This is an optimization exercise on Yosys and OpenROAD, whose aim is small area, not a production implementation. RTL that was checked went through simulation tests only; none was proved equivalent to the original. Power figures rest on the tool's default switching activity, not on a simulated workload.

## P
// ava_core
module ava_core (
    input  wire        clk,
    input  wire        rst,           
    input  wire [15:0] prog_len,      
    output wire [15:0] prog_addr,     
    input  wire [7:0]  prog_data,     
    output wire [31:0] stk_w_data,
    output wire        stk_w_valid,
    input  wire        stk_w_ready,
    input  wire [31:0] stk_r_data,
    input  wire        stk_r_valid,
    output wire        stk_r_ready,
    output wire [7:0]  out_data,
    output wire        out_valid,
    input  wire        out_ready,
    output wire        halt,
    output wire        fault,
    output wire [2:0]  cause,
    output wire        push_lost,
    output wire        out_lost
);
==> flow/config.mk <==
export PLATFORM = sky130hd
export DESIGN_NAME = ava_core
export DESIGN_NICKNAME = ava_core
export VERILOG_FILES = /design/flow/design.v
export SDC_FILE = /design/flow/constraint.sdc
export NUM_CORES = 4
export LEC_CHECK = 0
export CAP_MARGIN = 20
export CELL_PAD_IN_SITES_DETAIL_PLACEMENT = 1
export CORE_MARGIN = 2
export CORE_UTILIZATION = 70
export CTS_CLUSTER_DIAMETER = 100
export CTS_CLUSTER_SIZE = 30
export SLEW_MARGIN = 20
export BUFFER_PORTS_ARGS = -buffer_cell sky130_fd_sc_hd__buf_1
export CTS_ARGS = -sink_clustering_enable -repair_clock_nets -sink_clustering_size 30 -sink_clustering_max_diameter 100 -dont_use_dummy_load
==> flow/constraint.sdc <==
create_clock -name core_clock -period 12.0 [get_ports {clk}]
set_input_delay 2.4000 -clock core_clock [delete_from_list [all_inputs] [get_ports {clk}]]
set_output_delay 2.4000 -clock core_clock [all_outputs]
set_load 0.01 [all_outputs]
standard.sh (not shown) runs the stock make flow with config.mk's settings and CLKGATE_MAP_FILE= SYNTH_SCRIPT=/design/flow/synth_recipe.tcl, a recipe that flattens the netlist after the stock synthesis.
==> flow/flow/run.sh <==
#!/bin/bash
# Layout flow: the standard ORFS flow with three changes.
#  1. Port buffers use the smallest buffer cell (buffer_ports -buffer_cell).
#  2. After the standard synthesis, flow/invopt.py removes inverters between
#     full adders by using some adders in complemented form (a full adder is
#     self-dual).
#  3. flow/resyn.sh then maps the remaining combinational logic again with an
#     area-oriented ABC script (flow/area.abc).
# Registers, their names and cell types are those of the standard synthesis.
# Each tool's output goes to a log file in this folder.
set -euo pipefail
echo 'export BUFFER_PORTS_ARGS = -buffer_cell sky130_fd_sc_hd__buf_1' >> config.mk
echo 'export CTS_ARGS = -sink_clustering_enable -repair_clock_nets -sink_clustering_size 30 -sink_clustering_max_diameter 100 -dont_use_dummy_load' >> config.mk
bash standard.sh synth > synth.log 2>&1
R=orfs/results/sky130hd/ava_core/base
cp $R/1_2_yosys.v $R/1_2_yosys_standard.v
python3 flow/invopt.py $R/1_2_yosys_standard.v $R/1_2_yosys_invopt.v > invopt.log 2>&1
bash flow/resyn.sh $R/1_2_yosys_invopt.v $R/1_2_yosys.v
rm -f $R/1_synth.odb $R/1_synth.sdc
bash standard.sh > standard.log 2>&1
==> flow/flow/resyn.sh <==
#!/bin/bash
# Re-map the combinational logic of a synthesized netlist for area.
# Registers, full adders and tie cells are kept as they are (as
# black boxes); every other cell is expanded to its liberty function and
# ABC maps that logic again with flow/area.abc.  The a222oi cell is left
# out: its pins are hard to reach and leave routing violations.
# usage: resyn.sh in.v out.v
set -euo pipefail
LIB=$FLOW_HOME/platforms/sky130hd/lib/sky130_fd_sc_hd__tt_025C_1v80.lib
DU=$(grep -o "sky130_fd_sc_hd__\(probe\|lpflow\)[a-z0-9_]*" $FLOW_HOME/platforms/sky130hd/config.mk | sort -u | sed 's/^/-dont_use /' | tr '\n' ' ')
KEEP=$(grep -oE "sky130_fd_sc_hd__[a-z0-9_]+" $1 | sort -u | grep -E "__(e?df|sdf|dl|fa_|conb)" | tr '\n' ' ')
cat > resyn.ys <<EOF
read_liberty -ignore_miss_func $LIB
read_verilog $1
hierarchy -top $FLOW_TOP
blackbox $KEEP
flatten
rename -hide w:*.*
opt_clean
abc -script $PWD/flow/area.abc -liberty $LIB $DU
opt_clean -purge
hilomap -singleton -hicell sky130_fd_sc_hd__conb_1 HI -locell sky130_fd_sc_hd__conb_1 LO
insbuf -buf sky130_fd_sc_hd__buf_4 A X
splitnets
opt_clean -purge
rename -hide w:*\$func\$*
stat -liberty $LIB
write_verilog -noattr -nohex -nodec $2
EOF
yosys -s resyn.ys > resyn.log 2>&1
if grep -q "assign" $2; then echo "resyn: unmapped logic left" >&2; exit 1; fi
Other scripts of this flow, unchanged in this note and not shown: flow/flow/area.abc, flow/flow/invopt.py
Tool error DPL-0033 stopped P during detailed placement; no final results.
## Diff of input files: Q against P
Settings: removing CELL_PAD_IN_SITES_DETAIL_PLACEMENT (formerly 1); changing CTS_ARGS from -sink_clustering_enable -repair_clock_nets -sink_clustering_size 30 -sink_clustering_max_diameter 100 -dont_use_dummy_load to -sink_clustering_enable -repair_clock_nets -sink_clustering_size 26 -sink_clustering_max_diameter 100 -dont_use_dummy_load -root_buf sky130_fd_sc_hd__clkbuf_8; changing CORE_UTILIZATION from 70 to 75.
-- flow/flow/run.sh --
<<< P, line 13
echo 'export CTS_ARGS = -sink_clustering_enable -repair_clock_nets -sink_clustering_size 30 -sink_clustering_max_diameter 100 -dont_use_dummy_load' >> config.mk
>>> Q, line 13
echo 'export CTS_ARGS = -sink_clustering_enable -repair_clock_nets -sink_clustering_size 26 -sink_clustering_max_diameter 100 -dont_use_dummy_load -root_buf sky130_fd_sc_hd__clkbuf_8' >> config.mk
-- flow/flow/resyn.sh --
<<< P, line 20
abc -script $PWD/flow/area.abc -liberty $LIB $DU
>>> Q, line 20
abc -script $PWD/flow/area.abc -liberty $LIB $DU -dont_use sky130_fd_sc_hd__a222oi_1
### Flow results
- Sort P and Q by final HPWL from detailed placement, descending, and P comes first.
- Looking only at number of placement rows, and setting everything else aside, the higher value of P and Q goes to P.
- Q went all the way through synthesis, placement and routing and the layout is clean on timing, DRC and antenna.
- The log for P ends in detailed placement with error DPL-0033, so the run never completed.
- Delta (Q minus P): starting density of the core rose by 4.9 points, synthesized cell count increased 8.1%.
- Die outline width (Q over P): decrease, 2.2%
- Post-synth design cell area up 260 um^2 in Q wrt P
- Relative to P, the height of the die of Q is lower by 2.9 um.
- Of P and Q, the lower synthesized area per cell belongs to Q.
Relative to Q, the following input files were edited for R:
Settings: CTS_ARGS now -sink_clustering_enable -repair_clock_nets -sink_clustering_size 30 -sink_clustering_max_diameter 100 -dont_use_dummy_load, was -sink_clustering_enable -repair_clock_nets -sink_clustering_size 26 -sink_clustering_max_diameter 100 -dont_use_dummy_load -root_buf sky130_fd_sc_hd__clkbuf_8; RECOVER_POWER now 100, previously not set.
-- flow/flow/run.sh --
<<< Q, line 13
echo 'export CTS_ARGS = -sink_clustering_enable -repair_clock_nets -sink_clustering_size 26 -sink_clustering_max_diameter 100 -dont_use_dummy_load -root_buf sky130_fd_sc_hd__clkbuf_8' >> config.mk
>>> R, line 13
echo 'export RECOVER_POWER = 100' >> config.mk
echo 'export CTS_ARGS = -sink_clustering_enable -repair_clock_nets -sink_clustering_size 30 -sink_clustering_max_diameter 100 -dont_use_dummy_load' >> config.mk
## What came out
- Apart from R, each of R and Q ends the flow with a layout that passes the timing, DRC and antenna checks.
- R finished every stage; the final checks, however, were not passed, the failures being capacitance limit, slew limit.
- Q → R: final worst slack -0.42 ns; post-route fraction of the period consumed by the critical path grew by 3.5 points; clock transition at the register clock pins on the worst setup and hold paths after CTS lower; met1 demand-to-capacity share in global routing fell 0.26 points.
- Looking at number of max-cap violations, R sits 6 higher than Q does.
- Of R and Q, the higher final max-slew violation count belongs to R.


ava_core, a different RTL version from the one above (not shown whole).
For scale: roughly 1,200 cells after synthesis, roughly 130 I/O pins.
// ava_core
module ava_core (
    input  wire        clk,
    input  wire        rst,           
    input  wire [15:0] prog_len,      
    output wire [15:0] prog_addr,     
    input  wire [7:0]  prog_data,     
    output wire [31:0] stk_w_data,
    output wire        stk_w_valid,
    input  wire        stk_w_ready,
    input  wire [31:0] stk_r_data,
    input  wire        stk_r_valid,
    output wire        stk_r_ready,
    output wire [7:0]  out_data,
    output wire        out_valid,
    input  wire        out_ready,
    output wire        halt,
    output wire        fault,
    output wire [2:0]  cause,
    output wire        push_lost,
    output wire        out_lost
);
Settings: LEC_CHECK=0, CAP_MARGIN=20, CORE_MARGIN=2, CORE_UTILIZATION=65, CTS_BUF_LIST=sky130_fd_sc_hd__clkbuf_4 sky130_fd_sc_hd__clkbuf_8, SLEW_MARGIN=20, BUFFER_PORTS_ARGS=-buffer_cell sky130_fd_sc_hd__buf_1; clock period 12.0 ns.
==> flow/flow/run.sh <==
#!/bin/bash
# Standard layout, with the port buffers made from the smallest buffer cell.
set -e
echo 'export BUFFER_PORTS_ARGS = -buffer_cell sky130_fd_sc_hd__buf_1' >> config.mk
bash standard.sh > standard.log 2>&1
==> next run, changes <==
Settings changed: CORE_UTILIZATION 65 to 70, CTS_BUF_LIST sky130_fd_sc_hd__clkbuf_4 sky130_fd_sc_hd__clkbuf_8 to not set, CTS_CLUSTER_DIAMETER set to 100, CTS_CLUSTER_SIZE set to 30.
Result: Synthesized area stays the same. Final area came out lower by about 2.8%. Combinational power stays flat. Final cell count is lower by 3.7%. Total power is lower by 8.3%. Setup slack gets worse by 0.037 ns. Register-to-register slack gains 0.34 ns. Clock-buffer cell count shrinks by 40. Sequential power increases by about 0.5%.
Function was not checked in any run of this note: the RTL went through the layout flow alone.


old:
ava_core with an RTL version that a note above also has.
Size: roughly 980 cells after synthesis, ~130 I/O pins, ~11000 µm² of cells after synthesis.
==> flow/design.v (excerpt) <==
module ava_core (
    input  wire        clk,
    input  wire        rst,           
    input  wire [15:0] prog_len,      
    output wire [15:0] prog_addr,     
    input  wire [7:0]  prog_data,     
    output wire [31:0] stk_w_data,
    output wire        stk_w_valid,
    input  wire        stk_w_ready,
    input  wire [31:0] stk_r_data,
    input  wire        stk_r_valid,
    output wire        stk_r_ready,
    output wire [7:0]  out_data,
    output wire        out_valid,
    input  wire        out_ready,
    output wire        halt,
    output wire        fault,
    output wire [2:0]  cause,
    output wire        push_lost,
    output wire        out_lost
);
export LEC_CHECK = 0
export CAP_MARGIN = 20
export CORE_MARGIN = 2
export CORE_UTILIZATION = 75
export CTS_CLUSTER_DIAMETER = 100
export CTS_CLUSTER_SIZE = 30
export SLEW_MARGIN = 20
export BUFFER_PORTS_ARGS = -buffer_cell sky130_fd_sc_hd__buf_1
create_clock -name core_clock -period 12.0 [get_ports {clk}]
==> flow/flow/run.sh <==
#!/bin/bash
# Layout flow: the standard ORFS flow with three changes.
#  1. Port buffers use the smallest buffer cell (buffer_ports -buffer_cell).
#  2. After the standard synthesis, flow/invopt.py removes inverters between
#     full adders by using some adders in complemented form (a full adder is
#     self-dual).
#  3. flow/resyn.sh then maps the remaining combinational logic again with an
#     area-oriented ABC script (flow/area.abc).
# Registers, their names and cell types are those of the standard synthesis.
# Each tool's output goes to a log file in this folder.
set -euo pipefail
echo 'export BUFFER_PORTS_ARGS = -buffer_cell sky130_fd_sc_hd__buf_1' >> config.mk
bash standard.sh synth > synth.log 2>&1
R=orfs/results/sky130hd/ava_core/base
cp $R/1_2_yosys.v $R/1_2_yosys_standard.v
python3 flow/invopt.py $R/1_2_yosys_standard.v $R/1_2_yosys_invopt.v > invopt.log 2>&1
bash flow/resyn.sh $R/1_2_yosys_invopt.v $R/1_2_yosys.v
rm -f $R/1_synth.odb $R/1_synth.sdc
bash standard.sh > standard.log 2>&1
Other scripts of this flow, unchanged in this note and not shown: flow/flow/area.abc, flow/flow/invopt.py, flow/flow/resyn.sh
[inputs] new vs old
Settings: an added CTS_ARGS of -sink_clustering_enable -repair_clock_nets -sink_clustering_size 30 -sink_clustering_max_diameter 100 -dont_use_dummy_load.
--- a/flow/flow/run.sh
+++ b/flow/flow/run.sh
@@ -12,2 +12,3 @@
 echo 'export BUFFER_PORTS_ARGS = -buffer_cell sky130_fd_sc_hd__buf_1' >> config.mk
+echo 'export CTS_ARGS = -sink_clustering_enable -repair_clock_nets -sink_clustering_size 30 -sink_clustering_max_diameter 100 -dont_use_dummy_load' >> config.mk
 bash standard.sh synth > synth.log 2>&1
Notes after the runs:
- new: no failed stages, no open violations at the end
- Delta(number of fill cells in the layout, new - old) < 0
- Comparing new and old, the lower first-pass GRT wire length was measured on new.
- Diff old -> new: layout clock buffer count fell by 5, combinational share of power rose by 0.7 points, register-to-register slack rose by 440 ps.

[static timing again, ports no longer ideal]
Ports are ideal in the flow. The routed layouts listed here were re-timed in OpenROAD.
Step 1 assumes that a clkbuf_16 drives the clock port and a buf_2 every other input.
Step 2 also shifts input and output timing later by t, the mid clock arrival at the registers, as if the neighbouring blocks saw the same clock.
Three values: no drivers, after step 1, after step 2; two values: the first two.
run | t, ns | setup slack, ns | worst setup path at the end | pins driven straight from the clock port
Q | 0.532 | 1.590 / 1.554 / 1.554 | input to output | 1
R | 0.497 | 1.170 / 1.129 / 1.226 | input to output | 1
the first run of note 2 | 0.578 | 1.067 / 1.044 / 1.044 | input to output | 1
the second run of note 2 | 0.525 | 1.030 / 0.967 / 0.967 | input to output | 1
old | 0.530 | 0.979 / 0.938 / 0.938 | input to output | 1
new | 0.502 | 1.356 / 1.318 / 1.318 | input to output | 1
For the second run of note 2, which loses most, drivers alone change the setup slack by -0.063 ns; drivers and shift together by -0.063 ns.
